What follows belongs to an exercise in optimizing a design on an open flow for small area, a short achievable clock period and few clock cycles; a production flow would make more cautious choices. In this exercise RTL edits were held to simulation tests only and were not proved equivalent to the original. No activity file was given, so power comes from the tool's default toggle rates.

## flow/config.mk

```make
export PLATFORM = sky130hd
export DESIGN_NAME = framer
export DESIGN_NICKNAME = framer
export VERILOG_FILES = /design/flow/design.v
export SDC_FILE = /design/flow/constraint.sdc
export NUM_CORES = 4
export LEC_CHECK = 0
export CAP_MARGIN = 20
export CORE_MARGIN = 2
export CORE_UTILIZATION = 40
export SLEW_MARGIN = 20
```

## flow/constraint.sdc

```tcl
create_clock -name core_clock -period 10.0 [get_ports {clk}]
set_input_delay 2.0000 -clock core_clock [delete_from_list [all_inputs] [get_ports {clk}]]
set_output_delay 2.0000 -clock core_clock [all_outputs]
set_load 0.01 [all_outputs]
```

## flow/design.v

```verilog
module i2f_norm (
    input  wire [31:0] m,
    output wire [31:0] mn,      
    output wire [4:0]  msb,     
    output wire        nz       
);
    wire        z16 = (m[31:16] == 16'd0);
    wire [31:0] m1  = z16 ? {m[15:0], 16'd0} : m;
    wire        z8  = (m1[31:24] == 8'd0);
    wire [31:0] m2  = z8 ? {m1[23:0], 8'd0} : m1;
    wire        z4  = (m2[31:28] == 4'd0);
    wire [31:0] m3  = z4 ? {m2[27:0], 4'd0} : m2;
    wire        z2  = (m3[31:30] == 2'd0);
    wire [31:0] m4  = z2 ? {m3[29:0], 2'd0} : m3;
    wire        z1  = ~m4[31];
    assign mn  = z1 ? {m4[30:0], 1'b0} : m4;
    assign msb = ~{z16, z8, z4, z2, z1};
    assign nz  = m4[31] | m4[30];
endmodule
module rot_eng (
    input  wire        clk,
    input  wire        rst,
    input  wire        start,     
    input  wire        lay14,     
    input  wire [31:0] mn,        
    input  wire [4:0]  msb,
    input  wire        nz,
    output wire        loading,   
    output wire        idle,
    output wire        fin,       
    output wire [51:0] frac,
    output wire [10:0] expo
);
    localparam [1:0] S_IDLE = 2'd0, S_LOAD = 2'd1, S_D1 = 2'd2, S_D2 = 2'd3;
    localparam [17:0] DV1 = 18'd13070;    
    localparam [11:0] DV2 = 12'd200;      
    reg  [1:0]  st;
    reg  [3:0]  cnt;
    reg  [55:0] w;
    reg  [13:0] r;
    reg  [5:0]  dl;       
    reg         nzr;
    reg         al2;      
    reg         alr;      
    wire last = (cnt == 4'd13);
    assign loading = (st == S_LOAD);
    assign idle    = (st == S_IDLE);
    assign fin     = last && ((st == S_D2) || (st == S_D1 && !lay14));
    assign frac    = w[51:0];
    assign expo    = nzr ? {~dl[5], {5{dl[5]}}, dl[4:0]} : 11'd0;
    wire [17:0] t1 = {r, w[55:52]};
    reg  [3:0]  q1;
    reg  [17:0] m1;
    integer j;
    always @(*) begin
        q1 = 4'd0;
        for (j = 1; j < 16; j = j + 1)
            if (t1 >= j * DV1) q1 = j[3:0];
        m1 = q1 * DV1;
    end
    wire [17:0] r1 = t1 - m1;
    wire [3:0]  din2 = (cnt == 4'd13) ? 4'b0100 :
                       (cnt == 4'd12) ? (al2 ? {w[48], 3'b110} : 4'b0110) :
                       (al2 ? w[48:45] : w[47:44]);
    wire [11:0] t2 = {r[7:0], din2};
    reg  [3:0]  q2;
    reg  [11:0] m2;
    always @(*) begin
        q2 = 4'd0;
        for (j = 1; j < 16; j = j + 1)
            if (t2 >= j * DV2) q2 = j[3:0];
        m2 = q2 * DV2;
    end
    wire [11:0] r2 = t2 - m2;
    wire al   = (mn[31:19] >= 13'd6535);
    wire al2n = (w[48:42] >= 7'd100);    
    always @(posedge clk) begin
        if (rst) begin
            st <= S_IDLE;
        end else if (start) begin
            st <= S_LOAD;
        end else begin
            case (st)
                S_LOAD: begin
                    w   <= al ? {mn[21:0], 21'd0, 13'd6535} : {mn[20:0], 22'd0, 13'd6535};
                    r   <= al ? {4'd0, mn[31:22]} : {3'd0, mn[31:21]};
                    dl  <= {1'b0, msb} - 6'd13;
                    alr <= al;
                    nzr <= nz;
                    cnt <= 4'd0;
                    st  <= S_D1;
                end
                S_D1: begin
                    w   <= {w[51:0], q1};
                    r   <= r1[13:0];
                    cnt <= cnt + 4'd1;
                    if (cnt == 4'd0)
                        dl <= dl - {5'd0, ~alr};
                    if (last) begin
                        if (lay14) begin
                            al2 <= al2n;
                            r   <= al2n ? {10'd0, w[48:45]} : {9'd0, w[48:44]};
                            dl  <= dl - (al2n ? 6'd6 : 6'd7);
                            cnt <= 4'd0;
                            st  <= S_D2;
                        end else begin
                            st  <= S_IDLE;
                        end
                    end
                end
                S_D2: begin
                    w   <= {w[51:0], q2};
                    r   <= {6'd0, r2[7:0]};
                    cnt <= cnt + 4'd1;
                    if (last)
                        st <= S_IDLE;
                end
                default: st <= S_IDLE;
            endcase
        end
    end
endmodule
module framer (
    input  wire        clk,
    input  wire        rst,         
    input  wire        bus_we,
    input  wire [7:0]  bus_addr,
    input  wire [31:0] bus_wdata,
    output reg  [31:0] bus_rdata,
    output reg  [7:0]  tx_data,
    output wire        tx_last,
    output wire        tx_valid,
    input  wire        tx_ready
);
    localparam [5:0] R_CMD = 6'h00, R_STATUS = 6'h01, R_ERRARG = 6'h02,
                     R_CFG = 6'h03, R_RPM_L = 6'h04, R_RPM_R = 6'h05,
                     R_RXD = 6'h06, R_CKRES = 6'h07, R_M1_RPM = 6'h08,
                     R_M1_STAT = 6'h09, R_M1_POS = 6'h0A, R_M2_RPM = 6'h0B,
                     R_M2_STAT = 6'h0C, R_M2_POS = 6'h0D, R_IO1 = 6'h0E,
                     R_IO2 = 6'h0F, R_IO1_FLAGS = 6'h10, R_M1_ROT_LO = 6'h11,
                     R_M1_ROT_HI = 6'h12, R_M2_ROT_LO = 6'h13,
                     R_M2_ROT_HI = 6'h14;
    localparam [3:0] OP_ENC_INIT = 4'h1, OP_STATUS_POLL = 4'h2,
                     OP_RPM_SET = 4'h3, OP_PARSE = 4'h4, OP_CKSUM = 4'h5;
    localparam [3:0] E_RPM_RANGE = 4'd1, E_UNKNOWN_LAYOUT = 4'd2,
                     E_TRUNCATED = 4'd3, E_CHECKSUM = 4'd4, E_ILLEGAL = 4'd5;
    localparam [1:0] PH_IDLE = 2'd0,   
                     PH_TX   = 2'd1,   
                     PH_RX   = 2'd2,   
                     PH_CHK  = 2'd3;   
    reg  [1:0]  phase;
    reg         cfg_vck, vck;
    reg  [31:0] rpm_l, rpm_r;
    reg         done, err, ign, ckv;
    reg  [3:0]  errcode, lastop;
    reg  [1:0]  layout;
    reg  [15:0] errarg;        
    reg  [7:0]  acc;           
    reg  [4:0]  rxcnt;         
    reg  [3:0]  txidx;
    reg  [15:0] m1_rpm, m2_rpm, io1, io2;
    reg  [7:0]  m1_stat, m2_stat;
    reg  [31:0] m1_pos, m2_pos;
    wire [5:0] widx   = bus_addr[7:2];
    wire       wr_cmd = bus_we && (widx == R_CMD);
    wire       wr_sts = bus_we && (widx == R_STATUS);
    wire       wr_cfg = bus_we && (widx == R_CFG);
    wire       wr_rl  = bus_we && (widx == R_RPM_L);
    wire       wr_rr  = bus_we && (widx == R_RPM_R);
    wire       wr_rxd = bus_we && (widx == R_RXD);
    wire [3:0] op       = bus_wdata[3:0];
    wire [7:0] rx_data  = bus_wdata[7:0];
    wire       rx_end   = bus_wdata[8];
    wire       rx_nodat = bus_wdata[9];
    wire       busy  = (phase != PH_IDLE);
    wire       in_rx = (phase == PH_RX);
    wire       bw    = wr_rxd && in_rx && !rx_nodat;    
    wire l_oor = (rpm_l[31:15] != {17{rpm_l[15]}});
    wire r_oor = (rpm_r[31:15] != {17{rpm_r[15]}});
    wire [7:0] d4    = errarg[15:8];
    wire       lay14 = (d4 == 8'd14);
    wire       lay16 = (d4 == 8'd16);
    wire       short = lay14 ? (rxcnt < 5'd20) : (rxcnt < 5'd24);
    wire        e1_load, e1_idle, e1_fin, e2_load, e2_idle, e2_fin;
    wire [51:0] e1_frac, e2_frac;
    wire [10:0] e1_exp, e2_exp;
    wire [31:0] nm;
    wire [4:0]  nmsb;
    wire        nnz;
    wire [23:0] pos_lo  = rxcnt[4] ? m2_pos[23:0] : m1_pos[23:0];
    wire [23:0] neg_lo  = 24'd0 - pos_lo;
    wire        lo_zero = (pos_lo == 24'd0);
    wire [31:0] pos_abs = rx_data[7] ? {~rx_data + {7'd0, lo_zero}, neg_lo}
                                     : {rx_data, pos_lo};
    reg  [31:0] mag;
    always @(posedge clk)
        mag <= pos_abs;
    i2f_norm u_norm (.m(mag), .mn(nm), .msb(nmsb), .nz(nnz));
    rot_eng u_e1 (
        .clk(clk), .rst(rst), .start(bw && rxcnt == 5'd11), .lay14(lay14),
        .mn(nm), .msb(nmsb), .nz(nnz), .loading(e1_load), .idle(e1_idle),
        .fin(e1_fin), .frac(e1_frac), .expo(e1_exp)
    );
    rot_eng u_e2 (
        .clk(clk), .rst(rst), .start(bw && rxcnt == 5'd18), .lay14(lay14),
        .mn(nm), .msb(nmsb), .nz(nnz), .loading(e2_load), .idle(e2_idle),
        .fin(e2_fin), .frac(e2_frac), .expo(e2_exp)
    );
    wire rot_ready = (e1_idle || e1_fin) && (e2_idle || e2_fin);
    wire fr_rpm = (lastop[1:0] == 2'b11);
    wire fr_enc = (lastop[1:0] == 2'b01);
    always @(*) begin
        case (txidx)
            4'd0:    tx_data = 8'hB7;
            4'd1:    tx_data = 8'hB8;
            4'd2:    tx_data = 8'h01;
            4'd3:    tx_data = fr_rpm ? 8'hCF : fr_enc ? 8'h0A : 8'h04;
            4'd4:    tx_data = fr_rpm ? 8'h07 : 8'h01;
            4'd5:    tx_data = fr_rpm ? 8'h01 : fr_enc ? 8'h0A : 8'hD8;
            4'd6:    tx_data = fr_rpm ? m1_pos[7:0] : fr_enc ? 8'h7B : 8'hB3;
            4'd7:    tx_data = m1_pos[15:8];
            4'd8:    tx_data = 8'h01;
            4'd9:    tx_data = m1_pos[23:16];
            4'd10:   tx_data = m1_pos[31:24];
            4'd11:   tx_data = 8'h00;
            default: tx_data = acc;
        endcase
    end
    assign tx_valid = (phase == PH_TX);
    assign tx_last  = fr_rpm ? (txidx == 4'd12) : (txidx == 4'd6);
    wire [7:0] acc_in  = (phase == PH_TX) ? tx_data : rx_data;
    wire [7:0] acc_sub = acc - acc_in;
    always @(posedge clk) begin
        if (rst) begin
            phase   <= PH_IDLE;
            cfg_vck <= 1'b0;
            rpm_l   <= 32'd0;
            rpm_r   <= 32'd0;
            done    <= 1'b0;
            err     <= 1'b0;
            ign     <= 1'b0;
            ckv     <= 1'b0;
            errcode <= 4'd0;
            lastop  <= 4'd0;
            layout  <= 2'd0;
        end else begin
            if (wr_sts && bus_wdata[3])
                ign <= 1'b0;
            if (wr_cfg)
                cfg_vck <= bus_wdata[0];
            if (wr_rl)
                rpm_l <= bus_wdata;
            if (wr_rr)
                rpm_r <= bus_wdata;
            if (wr_cmd) begin
                if (busy) begin
                    ign <= 1'b1;
                end else begin
                    done    <= 1'b0;
                    err     <= 1'b0;
                    errcode <= 4'd0;
                    ckv     <= 1'b0;
                    layout  <= 2'd0;
                    lastop  <= op;
                    txidx   <= 4'd0;
                    acc     <= 8'd0;
                    rxcnt   <= 5'd0;
                    vck     <= cfg_vck;
                    case (op)
                        OP_ENC_INIT, OP_STATUS_POLL:
                            phase <= PH_TX;
                        OP_RPM_SET: begin
                            if (l_oor || r_oor) begin
                                done    <= 1'b1;
                                err     <= 1'b1;
                                errcode <= E_RPM_RANGE;
                                errarg  <= {14'd0, r_oor, l_oor};
                            end else begin
                                m1_pos <= {rpm_r[15:0], rpm_l[15:0]};
                                phase  <= PH_TX;
                            end
                        end
                        OP_PARSE, OP_CKSUM:
                            phase <= PH_RX;
                        default: begin
                            done    <= 1'b1;
                            err     <= 1'b1;
                            errcode <= E_ILLEGAL;
                            errarg  <= {12'd0, op};
                        end
                    endcase
                end
            end
            if (wr_rxd) begin
                if (!in_rx) begin
                    ign <= 1'b1;
                end else begin
                    if (!rx_nodat) begin
                        if (rxcnt != 5'd31)
                            rxcnt <= rxcnt + 5'd1;
                        acc         <= acc_sub;
                        errarg[7:0] <= rx_data;
                        case (rxcnt)
                            5'd4:  errarg[15:8]   <= rx_data;
                            5'd5:  m1_rpm[7:0]    <= rx_data;
                            5'd6:  m1_rpm[15:8]   <= rx_data;
                            5'd7:  m1_stat        <= rx_data;
                            5'd8:  m1_pos[7:0]    <= rx_data;
                            5'd9:  m1_pos[15:8]   <= rx_data;
                            5'd10: m1_pos[23:16]  <= rx_data;
                            5'd11: m1_pos[31:24]  <= rx_data;
                            5'd12: m2_rpm[7:0]    <= rx_data;
                            5'd13: m2_rpm[15:8]   <= rx_data;
                            5'd14: m2_stat        <= rx_data;
                            5'd15: m2_pos[7:0]    <= rx_data;
                            5'd16: m2_pos[15:8]   <= rx_data;
                            5'd17: m2_pos[23:16]  <= rx_data;
                            5'd18: m2_pos[31:24]  <= rx_data;
                            5'd19: io1[7:0]       <= rx_data;
                            5'd20: io1[15:8]      <= rx_data;
                            5'd21: io2[7:0]       <= rx_data;
                            5'd22: io2[15:8]      <= rx_data;
                            default: ;
                        endcase
                    end
                    if (rx_end)
                        phase <= PH_CHK;
                end
            end
            case (phase)
                PH_TX: begin
                    if (tx_ready) begin
                        txidx <= txidx + 4'd1;
                        acc   <= acc_sub;
                        if (tx_last) begin
                            done  <= 1'b1;
                            phase <= PH_IDLE;
                        end
                    end
                end
                PH_CHK: begin
                    if (lastop == OP_CKSUM) begin
                        done  <= 1'b1;
                        ckv   <= 1'b1;
                        phase <= PH_IDLE;
                    end else if (rxcnt < 5'd5) begin
                        done    <= 1'b1;
                        err     <= 1'b1;
                        errcode <= E_TRUNCATED;
                        errarg  <= {11'd0, rxcnt};
                        phase   <= PH_IDLE;
                    end else if (!lay14 && !lay16) begin
                        done    <= 1'b1;
                        err     <= 1'b1;
                        errcode <= E_UNKNOWN_LAYOUT;
                        errarg  <= {8'd0, d4};
                        phase   <= PH_IDLE;
                    end else if (short) begin
                        done    <= 1'b1;
                        err     <= 1'b1;
                        errcode <= E_TRUNCATED;
                        errarg  <= {11'd0, rxcnt};
                        phase   <= PH_IDLE;
                    end else if (vck && (acc != 8'd0)) begin
                        done    <= 1'b1;
                        err     <= 1'b1;
                        errcode <= E_CHECKSUM;
                        errarg  <= {errarg[7:0] + acc, errarg[7:0]};
                        phase   <= PH_IDLE;
                    end else if (rot_ready) begin
                        done    <= 1'b1;
                        layout  <= lay14 ? 2'd1 : 2'd2;
                        phase   <= PH_IDLE;
                    end
                end
                default: ;
            endcase
        end
    end
    wire tel_ok = (layout != 2'd0);
    wire l16_ok = layout[1];
    always @(*) begin
        case (bus_addr[7:2])
            R_STATUS:    bus_rdata = {16'd0, lastop, 2'b00, layout, errcode,
                                      ign, err, done, busy};
            R_ERRARG:    bus_rdata = err ? {16'd0, errarg} : 32'd0;
            R_CFG:       bus_rdata = {31'd0, cfg_vck};
            R_RPM_L:     bus_rdata = rpm_l;
            R_RPM_R:     bus_rdata = rpm_r;
            R_CKRES:     bus_rdata = ckv ? {24'd0, acc} : 32'd0;
            R_M1_RPM:    bus_rdata = tel_ok ? {{16{m1_rpm[15]}}, m1_rpm} : 32'd0;
            R_M1_STAT:   bus_rdata = tel_ok ? {24'd0, m1_stat} : 32'd0;
            R_M1_POS:    bus_rdata = tel_ok ? m1_pos : 32'd0;
            R_M2_RPM:    bus_rdata = tel_ok ? {{16{m2_rpm[15]}}, m2_rpm} : 32'd0;
            R_M2_STAT:   bus_rdata = tel_ok ? {24'd0, m2_stat} : 32'd0;
            R_M2_POS:    bus_rdata = tel_ok ? m2_pos : 32'd0;
            R_IO1:       bus_rdata = l16_ok ? {{16{io1[15]}}, io1} : 32'd0;
            R_IO2:       bus_rdata = l16_ok ? {{16{io2[15]}}, io2} : 32'd0;
            R_IO1_FLAGS: bus_rdata = l16_ok ? {25'd0, io1[6:0]} : 32'd0;
            R_M1_ROT_LO: bus_rdata = tel_ok ? e1_frac[31:0] : 32'd0;
            R_M1_ROT_HI: bus_rdata = tel_ok ? {m1_pos[31], e1_exp, e1_frac[51:32]} : 32'd0;
            R_M2_ROT_LO: bus_rdata = tel_ok ? e2_frac[31:0] : 32'd0;
            R_M2_ROT_HI: bus_rdata = tel_ok ? {m2_pos[31], e2_exp, e2_frac[51:32]} : 32'd0;
            default:     bus_rdata = 32'd0;
        endcase
    end
endmodule
```

## flow/run.sh

```bash
#!/bin/bash
# synth_recipe.tcl (not shown) runs the flow's synth.tcl, then flattens the netlist and writes it again
# the make line also repeats each setting of config.mk as NAME=value (left out here)
make -C /OpenROAD-flow-scripts/flow DESIGN_CONFIG=/design/flow/config.mk WORK_HOME=/design/flow/orfs CLKGATE_MAP_FILE= SYNTH_SCRIPT=/design/flow/synth_recipe.tcl finish
```

==> summary.txt <==
## Yosys cell counts (all sizes together), types with 13 or more instances
cell      n
buf      26
edfxtp  344
inv     114
clkbuf  193
a41o     14
dfxtp   117
nand3   102
a22oi   119
nand2   416
a221oi   22
nor3     66
o21ai   225
xor2     43
or3      17
xnor2    53
or2      18
nand4    32
nor2    247
ha      117
o221ai   14
o22ai    18
nor4     31
nor2b    58
o211ai   31
a31oi    27
nor4b    13
a22o     17
mux2i   116
a21boi   19
o21a     18
a222oi   36
a21o     35
a32oi    14
and2     53
o31ai    15
a211oi   16
a21oi   277
mux2     24
and3     36
nand2b   25
## layer usage
| layer | up-vias | GRT usage, % | share of wire, % |
|---|---|---|---|
| li1 | 12400 | - | - |
| met1 | 13000 | 35.8 | 40 |
| met2 | 1471 | 44.5 | 46 |
| met3 | 254 | 3.45 | 8.3 |
| met4 | 0 | 14.4 | 5.6 |
| met5 | - | 0 | 0 |
## how the worst max path moves through the flow
stage	slack, ps	endpoint	depth (start not counted)	from
after floorplan	1100	u_e1.cnt[0]	10	bus_addr[3]
after detailed placement	2430	bus_rdata[9]	11	bus_addr[7]
after CTS	2400	bus_rdata[9]	11	bus_addr[6]
after global placement	2400	bus_rdata[9]	11	bus_addr[7]
after global routing	2150	bus_rdata[9]	11	bus_addr[7]
final	2310	bus_rdata[9]	11	bus_addr[6]
## area by class of cell
cell class,instances,area share [%]
clock buffer,69,4.36
timing repair buffer,134,3.58
clock inverter,29,0.959
multi-input combinational,2526,48.5
sequential,461,37.7
inverter,115,1.30
tap,969,3.60
## cells in the final DEF (no fill, tap or decap), drive strengths merged, types with 18 or more instances in the layout
cell type,n
nand2b,25
a22oi,119
ha,117
mux2i,116
clkbuf,69
or2,18
xor2,43
buf,53
nor2,247
nand3,102
nand2,416
nor2b,58
inv,116
edfxtp,344
mux2,24
o22ai,18
o21a,18
clkinv,22
a21oi,277
a222oi,36
clkdlybuf4s50,81
xnor2,53
o21ai,225
nor3,66
and2,53
a21boi,19
o211ai,31
and3,36
a21o,35
dfxtp,117
nand4,32
a31oi,27
a221oi,22
nor4,31
## registers in the layout, indices dropped and copies added (netlist names), 32 cells and up
register,cells
rpm_l,32
m2_pos,32
mag,32
m1_pos,32
u_e1.w,56
u_e2.w,56
rpm_r,32
## through the flow
stage | setup WS, ps | hold WS (ps)
finish | 2310 | 483
global route | 2150 | 499
CTS | 2400 | 486
detailed placement | 2430 | 478
global placement | 2400 | 476
floorplan | 1100 | 430
## kinds of logic after synthesis
family          count (synthesis)  synth area share [%]
xor+xnor                       96                  2.78
compound gates               1012                  22.2
buf+inv                       334                  4.35
simple gates                 1145                  18.0
flops                         461                  41.9
fa+ha+maj                     129                  5.64
mux                           144                  5.09
## power breakdown
part	leakage, nW	switching, mW	internal, mW
combinational	6.66	0.447	0.265
clock	0.878	0.854	1.15
sequential	4.11	0.0659	2.12
==> summary.txt <==
gr usage total 27.4%; Leak 11.7 nW; Routed WL per cell around 26 µm; post-route cell area 33,700 µm²; Post-Layout Cell Count around 4,300; Worst Path Required approximately 8000 ps; DRC 0; Max-slew headroom a little under a third; synthesized area per cell 9.10 µm²; register area share after synthesis 41.9%; Post-CTS Setup Inserts 0; r2r startpoint mag[28]; crit-path max cell delay roughly 700 ps; area delta synth->final 11.4%; worst vdd ir about 0.00015 V; synthesized area between 30,000 and 40,000 µm²; cell row count 100; Synth cell types 106; Pwr per Cell Area between 100 and 150 nW/µm²; Placed Area around 32,000 µm²; Vias between 20,000 and 30,000; post-route core utilization 45.1%; share of cells above drive strength 1 7.17%; EDFF count, synth 344; Buffers on Ports between 80 and 90; hold endpoint errcode[3]; CTS Sinks between 400 and 500; final WL around 110,000 µm; final worst path period share 76.9%; GP Congestion 0.948; Die Y between 200 and 300 µm; CP bufs+invs 4; asr flop ratio synth 0%; RSZ-0062 raised after global routing no; clock slew at reported path FFs 60 ps; initial DRC count around 3,500; Reg2Reg Setup Slack between 2000 and 3000 ps; CTS max path bufs 3; total negative slack 0 ps; fmax about 0.13 GHz; register area 12,700 µm²; H-tree lvl count 2; Worst EP arrival 5690 ps; r2r endpoint u_e2.w[40]; ant diodes 0; Final Critical Period between 7000 and 8000 ps; delay-heaviest family, CP buffers and inverters; max-slew violation count 0; core area around 75,000 µm²; syn_nets roughly 3,500; die width around 280 µm; Synth top area share 34.2%; Hold Path Stages 1; Synth area leader edfxtp_1; status timing/DRC/antenna clean; largest cells by area after synthesis edfxtp_1, dfxtp_1, nand2_1, ha_1, a21oi_1; YS warnings 2; Post-DP HPWL 78,900 µm; Max Cap Violations 0; CTS tree done; Setup Crit Path Kind in2out; Initial Utilization around 41%; post-synthesis cell count approximately 3,300; setup violators final 0; pin count of the biggest net entering global routing 69; critical path fanouts, max 20; Critical Path Sink Type primary output; # IOs 86; Placed Cells roughly 4,200; CP Launch Type input pin; Hold WC Path Type reg2reg; worst hold path startpoint errcode[3]; synthesized flop and latch total 461; first-pass GRT wire length between 150,000 and 200,000 µm; number of CTS-inserted buffers 52; Design Power between 4 and 5 mW; area of the die about 78,000 µm²; most used flip-flop cell after synthesis edfxtp_1; area taken by multi-input logic gates ~16,000 µm²; total grt overflow 0; ANT nets after route 0; Final Skew between 40 and 50 ps; Root Buffer clkbuf_16; Hold Vio Cnt, Final 0; initial antenna violation count 3; R2R cell count 15; vias in the first global route 25,300; worst-margin pin slew roughly 1000 ps; DRT Pass-1 Iters 6; vias per cell 6.31; slowest library cell on the worst path nor2_2; Layout Nets 3,463; Resize count post-CTS 0; clock latency (worst-skew pair) 640 ps; critical-path cell list clkdlybuf4s50_1 -> nor2_1 -> nand3b_1 -> nor2_2 -> buf_4 -> a22oi_1 -> and4_1 -> inv_1 -> a21oi_1 -> o21ai_0 -> clkdlybuf4s50_1; fillers 7,269; cell mode on critical path clkdlybuf4s50_1; CTS Hold Bufs 0
Testbench counts, summed over its fixed seeds: cycles 20,834.

afterwards: timing with drivers on the ports:
The results above use ideal ports. As a check the final layout listed here was re-extracted and re-timed, cells and wires unchanged. Step 1 assumes that a clkbuf_16 drives the clock port and a buf_2 every other input. Step 2, shift: input delay + t, output delay - t, t = (earliest + latest rising clock arrival at the registers) / 2. This alone moves slack from input paths to output paths. Three values: ideal, step 1, step 2; two values: the first two.
t (ns): 0.688
setup WS [ns]: 2.313 / 2.289 / 2.289
worst setup path at the end: input to output
cell pins on the clock port's net: 1
After both steps setup and hold are still met in this run. The setup slack of this run moves by -0.024 ns with the drivers and by -0.024 ns with both steps.
